Source: an optimization exercise on an open RTL-to-GDS flow (aim: small area, a short achievable clock period and few clock cycles). Production flows keep margins and buffers that such runs may drop. Only simulation tests tie the RTL to the original design; equivalence was not proved. Power is estimated from default activity; no workload was simulated.

## softsynth_core
module softsynth_core (
    input  wire        clk,
    input  wire        rst,             
    input  wire        cmd_valid,
    output wire        cmd_ready,
    input  wire [31:0] cmd,
    input  wire [15:0] cfg_attack_ms0,
    input  wire [15:0] cfg_decay_ms0,
    input  wire [15:0] cfg_release_ms0,
    input  wire [15:0] cfg_sustain0,
    input  wire [15:0] cfg_attack_ms1,
    input  wire [15:0] cfg_decay_ms1,
    input  wire [15:0] cfg_release_ms1,
    input  wire [15:0] cfg_sustain1,
    output reg  [15:0] out_sample,
    output reg         out_valid,
    output wire [31:0] out_rsp,
    output wire [7:0]  fault_code,
    output wire        fault
);
    localparam [7:0] OP_SET_FREQ    = 8'h01,
                     OP_SET_VOL     = 8'h02,
                     OP_VOL         = 8'h03,
                     OP_GET         = 8'h04,
                     OP_ADVANCE     = 8'h05,
                     OP_STOP        = 8'h06,
                     OP_STEP        = 8'h07,
                     OP_VOICE_RESET = 8'h08,
                     OP_MOD_SETVOL  = 8'h10,
                     OP_MOD_START   = 8'h11,
                     OP_MOD_STOP    = 8'h12,
                     OP_MIX_LEN     = 8'h30,
                     OP_TICK        = 8'h40,
                     OP_RESET       = 8'h7F;
    localparam [2:0] T_STOP = 3'd0, T_ATTACK = 3'd1, T_DECAY = 3'd2,
                     T_SUSTAIN = 3'd3, T_RELEASE = 3'd4;
    wire [7:0]  op  = cmd[31:24];
    wire [7:0]  tgt = cmd[23:16];
    wire [15:0] arg = cmd[15:0];
    reg         ready;
    reg  [15:0] rsp_lo;
    reg         rsp_hi;
    reg         flt;
    assign cmd_ready  = ready;
    assign out_rsp    = {{16{rsp_hi}}, rsp_lo};
    assign fault_code = {5'd0, flt, flt, 1'b0};
    assign fault      = flt;
    wire accept = cmd_valid && ready;
    wire tgt_ok   = (tgt == 8'd0) || (tgt == 8'd1);
    wire arg_zero = (arg == 16'd0);
    reg  legal;
    always @(*) begin
        case (op)
  ...
For scale: ~5100 cells after synthesis, about 220 I/O pins, roughly 0.043 mm² of cells after synthesis.
clock: 12.0 ns
lec_check: 0
cap_margin: 20
core_margin: 2
core_utilization: 40
slew_margin: 20
standard.sh (not shown) runs the stock make flow with config.mk's settings and CLKGATE_MAP_FILE= SYNTH_SCRIPT=/design/flow/synth_recipe.tcl, a recipe that flattens the netlist after the stock synthesis.
==> flow/flow/run.sh <==
#!/bin/bash
set -euo pipefail
bash standard.sh SETUP_SLACK_MARGIN=7 CORE_UTILIZATION=60 "BUFFER_PORTS_ARGS=-buffer_cell sky130_fd_sc_hd__buf_4" finish > make_finish.log 2>&1
The starting point finished with timing, DRC and antenna clean.
Testbench counts at the start, summed over its fixed seeds: cycles 71,491.
Edit:
==> flow/flow/run.sh (replaced) <==
#!/bin/bash
set -euo pipefail
bash standard.sh SETUP_SLACK_MARGIN=7 "BUFFER_PORTS_ARGS=-buffer_cell sky130_fd_sc_hd__buf_4" finish > make_finish.log 2>&1
The new run ran to the end with no violations.
Routed wire length rises by about 3%.
Clock skew is higher by 23 ps.
Via count drops by 1.9%.
Sequential share of layout area shrinks by 0.21 points.
Clock-buffer cell count drops by 2.

softsynth_core, a different RTL version from the one above (not shown whole).
For scale: ~4800 cells after synthesis, roughly 220 I/O pins, ~0.040 mm2 of cells after synthesis.
export LEC_CHECK = 0
export CAP_MARGIN = 20
export CORE_MARGIN = 2
export CORE_UTILIZATION = 40
export SLEW_MARGIN = 20
create_clock -name core_clock -period 12.0 [get_ports {clk}]
==> flow/flow/run.sh <==
#!/bin/bash
set -euo pipefail
bash standard.sh SETUP_SLACK_MARGIN=7 finish > make_finish.log 2>&1
Testbench counts at the start, summed over its fixed seeds: cycles 71,158.
Edit:
==> flow/run.sh (new file) <==
#!/bin/bash
# synth_recipe.tcl (not shown) runs the flow's synth.tcl, then flattens the netlist and writes it again
# the make line also repeats each setting of config.mk as NAME=value (left out here)
make -C /OpenROAD-flow-scripts/flow DESIGN_CONFIG=/design/flow/config.mk WORK_HOME=/design/flow/orfs CLKGATE_MAP_FILE= SYNTH_SCRIPT=/design/flow/synth_recipe.tcl finish
--- a/flow/config.mk
+++ b/flow/config.mk
@@ -10,0 +11 @@
+export SETUP_SLACK_MARGIN = 5
removed: flow/flow/run.sh
removed: flow/standard.sh
Outcome:
- die area does not change
- global-route usage shrinks by 1.1 points
- total power shrinks by about 2.8%
- wire length shrinks by about 4.3%
- non-clock buffer count shrinks by 133

## separate check: timing with driven ports
No port has a modelled driver above. Below, the same layouts with a new extraction and two added sets of constraints.
Step 1 assumes that a clkbuf_16 drives the clock port and a buf_2 every other input.
Step 2 times the ports against the registers' clock, not the clock port: input delays grow and output delays shrink by t, the midpoint of the rising clock arrivals with the driver on.
Slacks: no drivers / after step 1 / after step 2; pairs: no drivers / after step 1.
run | shift t [ns] | setup WS [ns] | worst data-port slew with drivers (ns)
the first run of note 1 | 0.694 | 6.995 / 6.995 / 6.425 | 0.11
the second run of note 1 | 0.714 | 7.049 / 7.049 / 6.499 | 0.08
the first run of note 2 | 0.728 | 5.033 / 5.033 / 5.033 | 0.06
the second run of note 2 | 0.730 | 4.798 / 4.798 / 4.758 | 0.05
After both steps every run listed still meets setup and hold. For the first run of note 1, which loses most, drivers alone change the setup slack by 0.000 ns; drivers and shift together by -0.570 ns.
